Background: an optimization exercise with open tools, aiming at small area, a short achievable clock period and few clock cycles per item. Do not read the settings as production practice.
Where RTL was checked, it was by simulation tests only, not by an equivalence proof against the original.

==> inputs of run E <==
==> flow/design.v <==
module upb_freq_codec (
    input             clk,
    input             rst,           
    input             in_valid,
    output            in_ready,
    input      [3:0]  in_op,         
    input             in_layout,     
    input      [31:0] in_freq,
    input      [31:0] in_fcint,
    input      [31:0] in_fcfrac,
    input      [15:0] in_dreg0,
    input      [15:0] in_dreg1,
    output            out_valid,
    output     [3:0]  out_fcause,    
    output     [31:0] out_freq,
    output     [7:0]  out_fcint,
    output     [23:0] out_fcfrac,
    output     [15:0] out_dreg0,
    output     [15:0] out_dreg1
);
    localparam [31:0] F_MIN = 32'd775_000_000;
    localparam [31:0] F_MAX = 32'd1_100_000_000;
    reg          busy;       
    reg          mode;       
    reg  [2:0]   cnt;
    reg  [17:0]  rem;        
    reg  [34:0]  S;          
    reg          ov;
    reg  [2:0]   fc;
    reg          f31;        
    assign in_ready = ~busy;
    assign out_valid = ov;
    assign out_fcause = {1'b0, fc};
    wire hz = (in_op == 4'hB);
    wire rh = (in_op == 4'hC);
    wire st = (in_op == 4'hD);
    wire rs = (in_op == 4'hE);
    wire a_bad = (|in_fcint[31:6]) || (|in_fcfrac[31:19]);
    wire b_bad = (|in_fcint[31:8]) || (|in_fcfrac[31:24]);
    wire r_flt = (rh & a_bad) | (st & (in_layout ? a_bad : b_bad));
    wire ill   = ~(hz | rh | st | rs);
    wire go    = hz | rh;
    wire [1:0] p0_dec = {{1{1'b0}}, 1'b1} << in_fcfrac[0:0];
    wire [18:0] p0;
    assign p0[0] = |(p0_dec & 2'h2);
    assign p0[1] = 1'b0;
    assign p0[2] = 1'b0;
    assign p0[3] = |(p0_dec & 2'h2);
    assign p0[4] = 1'b0;
    assign p0[5] = 1'b0;
    assign p0[6] = |(p0_dec & 2'h2);
    assign p0[7] = 1'b0;
    assign p0[8] = 1'b0;
    assign p0[9] = |(p0_dec & 2'h2);
    assign p0[10] = |(p0_dec & 2'h3);
    assign p0[11] = |(p0_dec & 2'h2);
    assign p0[12] = 1'b0;
    assign p0[13] = 1'b0;
    assign p0[14] = |(p0_dec & 2'h2);
    assign p0[15] = 1'b0;
    assign p0[16] = |(p0_dec & 2'h2);
    assign p0[17] = |(p0_dec & 2'h2);
    assign p0[18] = 1'b0;
    reg  [34:0] S_ld;
    always @(*) begin
        case ({in_op[1:0], in_layout})
            3'b110, 3'b111: S_ld = {in_freq[12], in_freq[11], in_freq[10], in_freq[9], in_freq[8], in_freq[7], in_freq[6], in_freq[5], in_freq[4], in_freq[3], in_freq[2], in_freq[1], in_freq[0], 1'b0, 1'b0, 1'b0, 1'b0, 1'b0, 1'b0, 1'b0, 1'b0, 1'b0, 1'b0, 1'b0, 1'b0, 1'b0, 1'b0, 1'b0, 1'b0, 1'b0, 1'b0, 1'b0, 1'b0, 1'b0, 1'b0};
            3'b000, 3'b001: S_ld = {in_fcfrac[4], in_fcfrac[3], in_fcfrac[2], in_fcfrac[1], in_fcfrac[8], in_fcfrac[7], in_fcfrac[6], in_fcfrac[5], in_fcfrac[12], in_fcfrac[11], in_fcfrac[10], in_fcfrac[9], in_fcfrac[16], in_fcfrac[15], in_fcfrac[14], in_fcfrac[13], in_fcint[1], in_fcint[0], in_fcfrac[18], in_fcfrac[17], in_fcint[5], in_fcint[4], in_fcint[3], in_fcint[2], 1'b0, 1'b0, 1'b0, 1'b0, 1'b0, 1'b0, 1'b0, 1'b0, 1'b0, 1'b0, p0[0]};
            3'b010:         S_ld = {in_fcfrac[4], in_fcfrac[3], in_fcfrac[2], in_fcfrac[1], in_fcfrac[8], in_fcfrac[7], in_fcfrac[6], in_fcfrac[5], in_fcfrac[12], in_fcfrac[11], in_fcfrac[10], in_fcfrac[9], in_fcfrac[16], in_fcfrac[15], in_fcfrac[14], in_fcfrac[13], in_fcint[1], in_fcint[0], in_fcfrac[18], in_fcfrac[17], in_fcint[5], in_fcint[4], in_fcint[3], in_fcint[2], 1'b0, 1'b0, 1'b0, in_fcint[7], in_fcint[6], in_fcfrac[23], in_fcfrac[22], in_fcfrac[21], in_fcfrac[20], in_fcfrac[19], in_fcfrac[0]};
            3'b011:         S_ld = {in_fcfrac[13], in_fcfrac[12], in_fcfrac[11], in_fcfrac[10], in_fcfrac[17], in_fcfrac[16], in_fcfrac[15], in_fcfrac[14], in_fcint[2], in_fcint[1], in_fcint[0], in_fcfrac[18], in_fcfrac[0], in_fcint[5], in_fcint[4], in_fcint[3], 1'b1, in_fcfrac[8], in_fcfrac[2], in_fcfrac[1], 1'b0, 1'b0, 1'b0, 1'b0, 1'b0, 1'b0, 1'b0, 1'b0, 1'b0, in_fcfrac[7], in_fcfrac[6], in_fcfrac[5], in_fcfrac[4], in_fcfrac[3], in_fcfrac[9]};
            3'b100:         S_ld = {in_dreg0[15], in_dreg0[14], in_dreg0[7], in_dreg0[6], in_dreg0[5], in_dreg0[4], in_dreg0[3], in_dreg0[13], in_dreg0[12], in_dreg0[11], in_dreg0[10], in_dreg0[9], in_dreg0[8], in_dreg0[2], in_dreg0[1], in_dreg0[0], in_dreg1[15], in_dreg1[14], in_dreg1[13], in_dreg1[12], in_dreg1[11], in_dreg1[10], in_dreg1[9], in_dreg1[8], in_dreg1[7], in_dreg1[6], in_dreg1[5], in_dreg1[4], in_dreg1[3], in_dreg1[2], in_dreg1[1], in_dreg1[0], 1'b0, 1'b0, 1'b0};
            default:        S_ld = {1'b0, 1'b0, 1'b0, 1'b0, 1'b0, 1'b0, 1'b0, in_dreg1[15], in_dreg1[14], in_dreg1[13], in_dreg1[12], in_dreg1[11], in_dreg1[10], in_dreg1[9], in_dreg1[8], in_dreg1[7], in_dreg1[6], in_dreg1[5], in_dreg1[4], in_dreg1[3], in_dreg1[2], in_dreg1[1], in_dreg1[0], in_dreg0[8], in_dreg0[7], in_dreg0[6], in_dreg0[5], in_dreg0[4], in_dreg0[3], in_dreg0[2], in_dreg0[1], in_dreg0[0], 1'b0, 1'b0, 1'b0};
        endcase
    end
    wire [17:0] rem_ld = in_op[0] ? in_freq[30:13] : p0[18:1];
    wire [21:0] T  = {rem, S[34:31]};
    wire [4:0]  tt = T[21:17];
    wire [16:0] tu = T[16:0];
    wire [31:0] jlo_dec = {{31{1'b0}}, 1'b1} << tt;
    wire [3:0] jlo;
    assign jlo[0] = |(jlo_dec & 32'h6c9b26c);
    assign jlo[1] = |(jlo_dec & 32'h70e3c70);
    assign jlo[2] = |(jlo_dec & 32'h7f03f80);
    assign jlo[3] = |(jlo_dec & 32'h7ffc000);
    wire [31:0] jhi_dec = {{31{1'b0}}, 1'b1} << tt;
    wire [3:0] jhi;
    assign jhi[0] = |(jhi_dec & 32'hff364d93);
    assign jhi[1] = |(jhi_dec & 32'h7c78e1c);
    assign jhi[2] = |(jhi_dec & 32'h7f80fe0);
    assign jhi[3] = |(jhi_dec & 32'h7fff000);
    wire [31:0] ra_dec = {{31{1'b0}}, 1'b1} << tt;
    wire [17:0] ra;
    assign ra[0] = |(ra_dec & 32'h6c9b26c);
    assign ra[1] = |(ra_dec & 32'h1c78e1c);
    assign ra[2] = |(ra_dec & 32'h3f81fc);
    assign ra[3] = |(ra_dec & 32'h6c9cd90);
    assign ra[4] = |(ra_dec & 32'h638438c);
    assign ra[5] = |(ra_dec & 32'h607c07c);
    assign ra[6] = |(ra_dec & 32'hc98d90);
    assign ra[7] = |(ra_dec & 32'h638438c);
    assign ra[8] = |(ra_dec & 32'h607c07c);
    assign ra[9] = |(ra_dec & 32'hc98d90);
    assign ra[10] = |(ra_dec & 32'h638438c);
    assign ra[11] = |(ra_dec & 32'hce7210);
    assign ra[12] = |(ra_dec & 32'h1c6318c);
    assign ra[13] = |(ra_dec & 32'h7c1f07c);
    assign ra[14] = |(ra_dec & 32'h109bd90);
    assign ra[15] = |(ra_dec & 32'h738738c);
    assign ra[16] = |(ra_dec & 32'h1ce4210);
    assign ra[17] = |(ra_dec & 32'h4a5294a);
    wire [31:0] rb_dec = {{31{1'b0}}, 1'b1} << tt;
    wire [18:0] rb;
    assign rb[0] = |(rb_dec & 32'hf9364d93);
    assign rb[1] = |(rb_dec & 32'hf8f1c38f);
    assign rb[2] = |(rb_dec & 32'hf80fc07f);
    assign rb[3] = |(rb_dec & 32'h136726c);
    assign rb[4] = |(rb_dec & 32'hff0e31e3);
    assign rb[5] = |(rb_dec & 32'hff01f01f);
    assign rb[6] = |(rb_dec & 32'h636426c);
    assign rb[7] = |(rb_dec & 32'hf90e31e3);
    assign rb[8] = |(rb_dec & 32'hff01f01f);
    assign rb[9] = |(rb_dec & 32'h636426c);
    assign rb[10] = |(rb_dec & 32'hf90e31e3);
    assign rb[11] = |(rb_dec & 32'h637bd8c);
    assign rb[12] = |(rb_dec & 32'hfef18c63);
    assign rb[13] = |(rb_dec & 32'hf9f07c1f);
    assign rb[14] = |(rb_dec & 32'h6c64e6c);
    assign rb[15] = |(rb_dec & 32'hf9ce3de3);
    assign rb[16] = |(rb_dec & 32'h6f7b18c);
    assign rb[17] = |(rb_dec & 32'h5ad6b5a);
    assign rb[18] = |(rb_dec & 32'hffffffff);
    wire [18:0] da = {1'b0, ra} + {2'b0, tu};
    wire [18:0] db = rb + {2'b0, tu};
    wire        bge = ~db[18];
    wire [3:0]  dq  = bge ? jhi : jlo;
    wire [17:0] dr  = bge ? db[17:0] : da[17:0];
    wire [15:0] md_dec = {{15{1'b0}}, 1'b1} << S[34:31];
    wire [21:0] md;
    assign md[0] = |(md_dec & 16'haaaa);
    assign md[1] = |(md_dec & 16'hcccc);
    assign md[2] = |(md_dec & 16'hf0f0);
    assign md[3] = |(md_dec & 16'h55aa);
    assign md[4] = |(md_dec & 16'h66cc);
    assign md[5] = |(md_dec & 16'h78f0);
    assign md[6] = |(md_dec & 16'hd5aa);
    assign md[7] = |(md_dec & 16'h66cc);
    assign md[8] = |(md_dec & 16'h78f0);
    assign md[9] = |(md_dec & 16'hd5aa);
    assign md[10] = |(md_dec & 16'h66cc);
    assign md[11] = |(md_dec & 16'hd25a);
    assign md[12] = |(md_dec & 16'h9b6c);
    assign md[13] = |(md_dec & 16'h1c70);
    assign md[14] = |(md_dec & 16'hb52a);
    assign md[15] = |(md_dec & 16'h264c);
    assign md[16] = |(md_dec & 16'h92da);
    assign md[17] = |(md_dec & 16'h71c6);
    assign md[18] = |(md_dec & 16'h5a94);
    assign md[19] = |(md_dec & 16'h6318);
    assign md[20] = |(md_dec & 16'h83e0);
    assign md[21] = |(md_dec & 16'hfc00);
    wire [21:0] ms = {4'd0, rem} + md;
    wire last  = mode ? (cnt == 3'd6) : (cnt == 3'd5);
    wire first = (cnt == 3'd0);
    wire [31:0] fop = {f31, rem, S[34:22]};            
    wire fbad  = (fop < F_MIN) || (fop > F_MAX);
    wire abort = first & (fc[0] | (mode & fbad));
    always @(posedge clk) begin
        if (rst) begin
            busy <= 1'b0;
            ov   <= 1'b0;
        end else if (busy) begin
            ov <= last | abort;
            if (last | abort) busy <= 1'b0;
        end else begin
            ov   <= in_valid & ~go;
            busy <= in_valid & go;
        end
    end
    always @(posedge clk) begin
        if (busy) begin
            cnt <= cnt + 3'd1;
            rem <= mode ? dr : ms[21:4];
            S   <= {S[30:0], mode ? dq : ms[3:0]};
            if (first & mode & fbad) fc <= 3'b110;
        end else begin
            mode <= in_op[0];
            cnt  <= 3'd0;
            fc   <= {r_flt, ill | r_flt, r_flt};
            f31  <= in_freq[31];
            rem  <= rem_ld;
            S    <= S_ld;
        end
    end
    assign {out_fcint, out_fcfrac} = {S[34], S[33], S[27], S[26], S[25], S[24], S[23], S[22], S[32], S[31], S[30], S[29], S[28], S[21], S[20], S[19], S[18], S[17], S[16], S[15], S[14], S[13], S[12], S[11], S[10], S[9], S[8], S[7], S[6], S[5], S[4], S[3]};
    assign {out_dreg0, out_dreg1}  = {S[7], S[6], S[14], S[13], S[12], S[11], S[18], S[17], S[5], S[4], S[3], S[2], S[1], S[16], S[15], S[22], S[21], S[20], S[19], S[26], S[25], S[24], S[23], S[30], S[29], S[28], S[27], S[34], S[33], S[32], S[31], S[0]};
    assign out_freq = {1'b0, rem, S[3], S[2], S[1], S[0], S[7], S[6], S[5], S[4], S[11], S[10], S[9], S[8], S[15]};    
endmodule
==> flow/flow/run.sh <==
#!/bin/bash
# Standard ORFS layout (standard.sh), with the port buffers made of the smallest buffer
# and timing repair aiming below the clock period. Each step's output goes to its own log.
set -euo pipefail
export BUFFER_PORTS_ARGS="-buffer_cell sky130_fd_sc_hd__buf_1"
if [[ -f flow/margin.txt ]]; then export SETUP_SLACK_MARGIN=$(cat flow/margin.txt); fi
bash standard.sh synth > synth.log 2>&1
bash standard.sh floorplan > floorplan.log 2>&1
bash standard.sh place > place.log 2>&1
bash standard.sh cts > cts.log 2>&1
bash standard.sh route > route.log 2>&1
bash standard.sh finish > finish.log 2>&1
==> flow/flow/margin.txt <==
7.3
==> flow/standard.sh <==
#!/bin/bash
# synth_recipe.tcl (not shown) runs the flow's synth.tcl, then flattens the netlist and writes it again
# the make line also repeats each setting of config.mk as NAME=value (left out here)
make -C /OpenROAD-flow-scripts/flow DESIGN_CONFIG=/design/flow/config.mk WORK_HOME=/design/flow/orfs CLKGATE_MAP_FILE= SYNTH_SCRIPT=/design/flow/synth_recipe.tcl "${@:-finish}"
==> flow/config.mk <==
export PLATFORM = sky130hd
export DESIGN_NAME = upb_freq_codec
export DESIGN_NICKNAME = upb_freq_codec
export VERILOG_FILES = /design/flow/design.v
export SDC_FILE = /design/flow/constraint.sdc
export NUM_CORES = 4
export LEC_CHECK = 0
export CAP_MARGIN = 20
export CORE_MARGIN = 2
export CORE_UTILIZATION = 55
export SLEW_MARGIN = 20
==> flow/constraint.sdc <==
create_clock -name core_clock -period 11.0 [get_ports {clk}]
set_input_delay 2.2000 -clock core_clock [delete_from_list [all_inputs] [get_ports {clk}]]
set_output_delay 2.2000 -clock core_clock [all_outputs]
set_load 0.01 [all_outputs]
==> run X: changes against run E <==
Settings changed: CORE_UTILIZATION 55 to 40.
==> run R: changes against run E <==
--- a/flow/design.v
+++ b/flow/design.v
@@ -21,6 +21,7 @@
     localparam [31:0] F_MIN = 32'd775_000_000;
     localparam [31:0] F_MAX = 32'd1_100_000_000;
     reg          busy;       
+    reg          rdy;        
     reg          mode;       
     reg  [2:0]   cnt;
     reg  [17:0]  rem;        
@@ -28,7 +29,7 @@
     reg          ov;
     reg  [2:0]   fc;
     reg          f31;        
-    assign in_ready = ~busy;
+    assign in_ready = rdy;
     assign out_valid = ov;
     assign out_fcause = {1'b0, fc};
     wire hz = (in_op == 4'hB);
@@ -177,6 +178,11 @@
         end
     end
     always @(posedge clk) begin
+        if (rst)       rdy <= 1'b1;
+        else if (busy) rdy <= last | abort;
+        else           rdy <= ~(in_valid & go);
+    end
+    always @(posedge clk) begin
         if (busy) begin
             cnt <= cnt + 3'd1;
             rem <= mode ? dr : ms[21:4];
==> flow/flow/margin.txt (replaced) <==
7.7
Settings changed: CORE_UTILIZATION 55 to 50.
==> impl.org <==
** Run status
- The run finished with no timing, DRC or antenna violations.

** Floorplanning
- Starting Density :: 56.4%

** Finish
- Multi-input gates :: 968
- The design has 63 sequential cells.
- The library cells used most frequently in the layout, excluding fill and tap cells, are 232 x sky130_fd_sc_hd__buf_1, 123 x sky130_fd_sc_hd__o21ai_0, 116 x sky130_fd_sc_hd__nor2_1.

** Place
- Post-Place Worst Slack :: 5.80 ns
- The placed instances occupy a cell area of 8840 µm².
- After detailed placement, the design holds a cell count of 1500.

** STA
- For the pin with the worst max-slew slack, the measured transition is 0.766 ns.
- Counting I/O delays and the setup requirement, the final critical path takes 3.73 ns.

** Clocking
- Clock-pin slew was measured on the worst setup and hold paths at 0.06 ns.

** Critical path
- On the worst path, the slowest cell contributes a delay of 0.57 ns.

** GRT
- Global routing used 64.0% of the available met2 tracks.
The numbers above come from run E.

==> impl.org <==
** Drt
- Remaining design rule violation count :: 0
- The final route contains 10199 vias.

** STA
- At the pin with the least slew margin, the transition time is 0.989 ns.

** Finish
- The library cells used most frequently in the layout, excluding fill and tap cells, are 232 x sky130_fd_sc_hd__buf_1, 117 x sky130_fd_sc_hd__o21ai_0, 115 x sky130_fd_sc_hd__nor2_1.
- FFs & Latches :: 63
- 968 cells are multi-input combinational gates.
- The final layout contains 1574 nets.

** Run status
- Result of the run :: complete, no violations

** Place
- Placed cell count :: 1586
- Post-placement cell area :: 8950 µm²
- OpenSTA, run right after detailed placement, puts the worst setup slack at 6.17 ns.

** Clocking
- Clock-pin slew was measured on the worst setup and hold paths at 0.07 ns.
- The number of gates resized after CTS was 60.

** GRT
- Global routing used 32.2% of the available tracks.
- The initial antenna violation count is 0.

** Floorplanning
- Die span in y :: 147 µm

** Synthesis
- Multiplexer share of the synthesized area :: 5.17%
The numbers above come from run X.

==> impl.org <==
** Clocking
- Post-CTS sizing :: 164
- Clock slew at reported path FFs :: 0.07 ns

** Finish
- The finished layout holds 1612 standard cells, fillers aside.
- FFs & Latches :: 64
- Core occupancy in the finished layout :: 70.0%
- In the layout the commonest cells are 229 x sky130_fd_sc_hd__buf_1, 98 x sky130_fd_sc_hd__nand2_1, 97 x sky130_fd_sc_hd__a21oi_1, 97 x sky130_fd_sc_hd__o21ai_0, 90 x sky130_fd_sc_hd__nor2_1.
- Number of fill cells :: 1394

** Critical path
- The startpoint identified for the worst register-to-register timing path is rem[15].

** Floorplanning
- Once the floorplan was initialized, standard cells occupied 51.3% of the core.
- Die span in y :: 132 µm

** STA
- Unrepaired setup endpoints after global routing :: true
- For the pin with the worst max-slew slack, the measured transition is 1.10 ns.
- Time the worst path needs with I/O delays and setup :: 3.64 ns

** Place
- Post-placement cell area :: 8840 µm²
- OpenSTA, run right after detailed placement, puts the worst setup slack at 6.41 ns.
- Once placement completed, the tool counted placed cells totaling 1495.

** GRT
- The via count of the first global-routing pass is 9473.
- Grt met1 use :: 45.6%
- Met2 layer usage reported by global route :: 64.1%

** Run status
- Result of the run :: complete, no violations
The numbers above come from run R.

Testbench counts of run E, summed over its fixed seeds: cycles 13,429, items 2,400.
Testbench counts of run X, summed over its fixed seeds: cycles 13,429, items 2,400.
Only the layout flow was run in run R; the RTL was not checked for function there.

-- separate check: timing with driven ports --
The results above use ideal ports. As a check the final layouts listed here were re-extracted and re-timed, cells and wires unchanged. Step 1 sets driving cells, clkbuf_16 on the clock port and buf_2 on the other inputs (assumed; they add their load-dependent delay and slew). Step 2 moves the port delays by t, midway between the first and last clock arrival at a register: inputs arrive t later, outputs are due t later. That takes back most of the time a late clock gives input paths. a / b / c = no drivers / after step 1 / after step 2; a / b = the first two.
run | t (ns) | setup slack, ns | slew at the worst register clock pin (ns) | worst slew at a driven data input, ns | cell pins on the clock port's net
run E | 0.386 | 7.272 / 7.272 / 6.991 | 0.06 / 0.06 | 0.05 | 1
run X | 0.390 | 7.348 / 7.301 / 7.066 | 0.07 / 0.07 | 0.05 | 1
run R | 0.394 | 7.357 / 7.357 / 7.242 | 0.07 / 0.07 | 0.14 | 1
After both steps setup and hold are still met in every run listed. The setup slack of run X, which loses most, moves by -0.047 ns with the drivers and by -0.282 ns with both steps.
